This design comes from an exercise in tuning for small area and a short achievable clock period on the open sky130 flow, not from production work.
RTL that was checked went through simulation tests only; none was proved equivalent to the original.
No activity file was given, so power comes from the tool's default toggle rates.

==> flow/design.v (excerpt) <==
module lc2k_pipe (
    input  wire        clk,
    input  wire        rst,             
    output wire [15:0] imem_addr,
    input  wire [31:0] imem_rdata,
    output wire [15:0] dmem_addr,
    output wire [31:0] dmem_wdata,
    output wire        dmem_we,
    input  wire [31:0] dmem_rdata,
    input  wire [2:0]  dbg_sel,
    output wire [31:0] dbg_reg,
    output wire        halted,
    output wire        faulted,
    output wire [1:0]  fault_cause,
    output wire [31:0] fault_value,
    output wire [31:0] fault_instr,
    output wire [31:0] pc,
    output wire [31:0] cnt_cycles,
    output wire [31:0] cnt_fetched,
    output wire [31:0] cnt_retired,
    output wire [31:0] cnt_branches
);
For scale: ~390 I/O pins, about 0.029 mm^2 of cells after synthesis.
make LEC_CHECK=0 ABC_CLOCK_PERIOD_IN_PS=2800 CAP_MARGIN=20 CORE_MARGIN=2 CORE_UTILIZATION=50 PLACE_DENSITY=0.65 SETUP_SLACK_MARGIN=1.5 SLEW_MARGIN=20 finish   # period 4.5 ns
run.sh (not shown) runs the stock make flow with config.mk's settings and CLKGATE_MAP_FILE= SYNTH_SCRIPT=/design/flow/synth_recipe.tcl, a recipe that flattens the netlist after the stock synthesis.
Next try:
--- a/flow/config.mk
+++ b/flow/config.mk
@@ -8 +7,0 @@
-export ABC_CLOCK_PERIOD_IN_PS = 2800
@@ -13 +12 @@
-export SETUP_SLACK_MARGIN = 1.5
+export SETUP_SLACK_MARGIN = 1.0
What happened: Die area is unchanged. Worst hold slack stays flat. Power decreases by about 2.6%. Utilization decreases by 3.2 points. Cell count decreases by about 2.4%. Clock skew increases by 0.0050 ns. Combinational power decreases by 15%.
No run of this note included a check of the RTL's function; only the layout flow was run.


== old ==
lc2k_pipe, a different RTL version from the one above (not shown whole).
Size in the first run: ~2,600 cells after synthesis, ~670 flip-flops, about 390 I/O pins.
==> flow/config.mk <==
export PLATFORM = sky130hd
export DESIGN_NAME = lc2k_pipe
export DESIGN_NICKNAME = lc2k_pipe
export VERILOG_FILES = /design/flow/design.v
export SDC_FILE = /design/flow/constraint.sdc
export NUM_CORES = 4
export LEC_CHECK = 0
export CAP_MARGIN = 20
export CORE_MARGIN = 2
export CORE_UTILIZATION = 45
export PLACE_DENSITY = 0.6
export SETUP_SLACK_MARGIN = 1.6
export SLEW_MARGIN = 20
==> flow/constraint.sdc <==
create_clock -name core_clock -period 4.5 [get_ports {clk}]
set_input_delay 0.9000 -clock core_clock [delete_from_list [all_inputs] [get_ports {clk}]]
set_output_delay 0.9000 -clock core_clock [all_outputs]
set_load 0.01 [all_outputs]
standard.sh (not shown) runs the stock make flow with config.mk's settings and CLKGATE_MAP_FILE= SYNTH_SCRIPT=/design/flow/synth_recipe.tcl, a recipe that flattens the netlist after the stock synthesis.
==> flow/flow/run.sh <==
#!/bin/bash
# Layout flow: the standard ORFS flow, with every port buffered by the
# smallest buffer (sky130_fd_sc_hd__buf_1) instead of ORFS's default choice.
# The resizer may still upsize these buffers where timing needs it.
set -euo pipefail
export BUFFER_PORTS_ARGS="-buffer_cell sky130_fd_sc_hd__buf_1"
bash standard.sh finish > standard_flow.log 2>&1
old: PASS, flow complete, no timing, DRC or antenna violations
Edits applied to the flow inputs when going from old to new:
- ABC_CLOCK_PERIOD_IN_PS now 3000, previously not set
==> flow/run.sh (new file) <==
#!/bin/bash
# synth_recipe.tcl (not shown) runs the flow's synth.tcl, then flattens the netlist and writes it again
# the make line also repeats each setting of config.mk as NAME=value (left out here)
make -C /OpenROAD-flow-scripts/flow DESIGN_CONFIG=/design/flow/config.mk WORK_HOME=/design/flow/orfs CLKGATE_MAP_FILE= SYNTH_SCRIPT=/design/flow/synth_recipe.tcl finish
removed: flow/flow/run.sh
removed: flow/standard.sh
==> run notes <==
new ends up with a total combinational power that is 24% higher than in old.
Delta (new minus old): fraction of final layout cells sized beyond drive strength 1 went up by 4.8 points; number of CTS-inserted buffers rose 2.
Utilization, old and new: lower on old
Against old, new comes in 3.7% higher on met1 layer wirelength in the final routing.
Function was not checked in any run of this note: the RTL went through the layout flow alone.


lc2k_pipe, a different RTL version from the one above (not shown whole).
Size: about 2600 cells after synthesis, roughly 680 flip-flops, ~390 I/O pins, ~29000 sq um of cells after synthesis.
export LEC_CHECK = 0
export CAP_MARGIN = 20
export CORE_MARGIN = 2
export CORE_UTILIZATION = 60
export CTS_CLUSTER_DIAMETER = 100
export CTS_CLUSTER_SIZE = 25
export PLACE_DENSITY = 0.75
export SETUP_SLACK_MARGIN = 1.4
export SLEW_MARGIN = 20
create_clock -name core_clock -period 4.5 [get_ports {clk}]
==> flow/flow/run.sh <==
#!/bin/bash
# Layout flow: the standard ORFS flow, with every port buffered by the
# smallest buffer (sky130_fd_sc_hd__buf_1) instead of ORFS's default choice.
# The resizer may still upsize these buffers where timing needs it.
set -euo pipefail
export BUFFER_PORTS_ARGS="-buffer_cell sky130_fd_sc_hd__buf_1"
bash standard.sh finish > standard_flow.log 2>&1
The baseline ran to the end with no violations.
Edit:
CORE_UTILIZATION = 45   (was 60)
PLACE_DENSITY = 0.6   (was 0.75)
SETUP_SLACK_MARGIN = 1.1   (was 1.4)
Global-route usage came out lower by 6.3 points.
Clock-buffer cell count came out lower by 2.
Cell area came out lower by 0.43%.
Combinational power came out lower by about 2%.
Register-to-register slack is worse by 220 ps.
Critical path depth does not change.
Edit:
CORE_UTILIZATION = 55   (was 45)
PLACE_DENSITY = 0.7   (was 0.6)
SETUP_SLACK_MARGIN = 1.4   (was 1.1)
Outcome:
- final area rose slightly
- total power fell slightly
- via count rose by a few percent
- area after synthesis is unchanged
- die area fell by about a fifth
- fmax rose by a few percent
- global-route usage rose by 4.2 points
Edit:
ABC_CLOCK_PERIOD_IN_PS = 3000   (was unset)
CORE_UTILIZATION = 45   (was 55)
PLACE_DENSITY = 0.6   (was 0.7)
The changed run went through all stages and came out clean.
Sequential power came out lower by about 0.5%.
Cell area went up by 1.3%.
Utilization is lower by 11 points.
Global-route usage falls by 4.5 points.
First-iteration DRC count shrinks by 5.4%.
Routed wire length climbs by 3.8%.
Edit:
ABC_CLOCK_PERIOD_IN_PS = unset   (was 3000)
SETUP_SLACK_MARGIN = 1.8   (was 1.4)
Result: The new run produced a clean layout; setup slack improved by 100 ps; design area went up by 7.2%; critical path depth went up by 3; wire length went up by 5.3%; core utilization went up by 3.7 points; synthesized area stays the same.


Starting RTL as in the previous note.
==> flow/design.v (excerpt) <==
module lc2k_pipe (
    input  wire        clk,
    input  wire        rst,             
    output wire [15:0] imem_addr,
    input  wire [31:0] imem_rdata,
    output wire [15:0] dmem_addr,
    output wire [31:0] dmem_wdata,
    output wire        dmem_we,
    input  wire [31:0] dmem_rdata,
    input  wire [2:0]  dbg_sel,
    output wire [31:0] dbg_reg,
    output wire        halted,
    output wire        faulted,
    output wire [1:0]  fault_cause,
    output wire [31:0] fault_value,
    output wire [31:0] fault_instr,
    output wire [31:0] pc,
    output wire [31:0] cnt_cycles,
    output wire [31:0] cnt_fetched,
    output wire [31:0] cnt_retired,
    output wire [31:0] cnt_branches
);
export LEC_CHECK = 0
export CAP_MARGIN = 20
export CORE_MARGIN = 2
export CORE_UTILIZATION = 65
export CTS_CLUSTER_DIAMETER = 100
export CTS_CLUSTER_SIZE = 25
export PLACE_DENSITY = 0.8
export SETUP_SLACK_MARGIN = 1.45
export SLEW_MARGIN = 20
create_clock -name core_clock -period 4.5 [get_ports {clk}]
Scripts as last shown in full above: flow/flow/run.sh
Then changed:
CORE_UTILIZATION = 45   (was 65)
PLACE_DENSITY = 0.6   (was 0.8)
SETUP_SLACK_MARGIN = 1.4   (was 1.45)
Routed wire length rose by 6.8%. Worst hold slack improved by 0.0058 ns. Global-route usage is lower by 9.6 points. Fmax shrinks by 1.6%. Cell area came out higher by 1.3%. Clock-buffer cell count climbs by 2. Critical path depth went down by 3. Final cell count is higher by 7.1%. Setup slack degrades by 0.049 ns. Via count decreases by about 2.1%.
Then changed:
SETUP_SLACK_MARGIN = 1.55   (was 1.4)
The new run passed the timing, design-rule and antenna checks.
Synthesized area is unchanged.
Routed wire length rose by 2.0%.
Clock power fell by about 2%.
Setup slack gains 0.040 ns.
Via count rises by 0.97%.
Register-to-register slack gains 0.17 ns.
Fmax is higher by 1.3%.

## what the ideal ports hide
The flow's constraints put no driver on any port. The routed layouts listed below were extracted and timed again, unchanged, in two steps.
Step 1 sets driving cells, clkbuf_16 on the clock port and buf_2 on the other inputs (assumed; they add their load-dependent delay and slew).
Step 2 adds t to the input delays and takes it off the output delays; t is the mean of the earliest and latest rising clock arrival at the registers after step 1. Input paths then give back, and output paths get back, about the clock's delay inside the block.
Slacks: ideal ports / drivers / drivers and shift; pairs: ideal ports / drivers.
run | t (ns) | slack for setup (ns) | latest minus earliest clock arrival (ns)
the first run of note 1 | 0.667 | 0.530 / 0.468 / 0.829 | 0.028 / 0.028
the second run of note 1 | 0.667 | 0.543 / 0.482 / 0.635 | 0.030 / 0.030
old | 0.678 | 0.954 / 0.954 / 0.954 | 0.019 / 0.019
new | 0.681 | 0.796 / 0.796 / 0.796 | 0.029 / 0.029
the first run of note 3 | 0.693 | 1.430 / 1.389 / 1.065 | 0.032 / 0.031
the second run of note 3 | 0.641 | 1.250 / 1.191 / 0.898 | 0.049 / 0.050
the third run of note 3 | 0.682 | 1.399 / 1.340 / 1.127 | 0.045 / 0.045
the fourth run of note 3 | 0.653 | 1.385 / 1.317 / 1.059 | 0.023 / 0.023
the fifth run of note 3 | 0.697 | 1.490 / 1.434 / 1.280 | 0.048 / 0.049
the first run of note 4 | 0.688 | 1.434 / 1.379 / 1.096 | 0.041 / 0.041
the second run of note 4 | 0.653 | 1.385 / 1.317 / 1.059 | 0.023 / 0.023
the third run of note 4 | 0.645 | 1.425 / 1.364 / 1.154 | 0.037 / 0.036
After both steps every run listed still meets setup and hold. For the first run of note 3, which loses most, drivers alone change the setup slack by -0.041 ns; drivers and shift together by -0.365 ns.
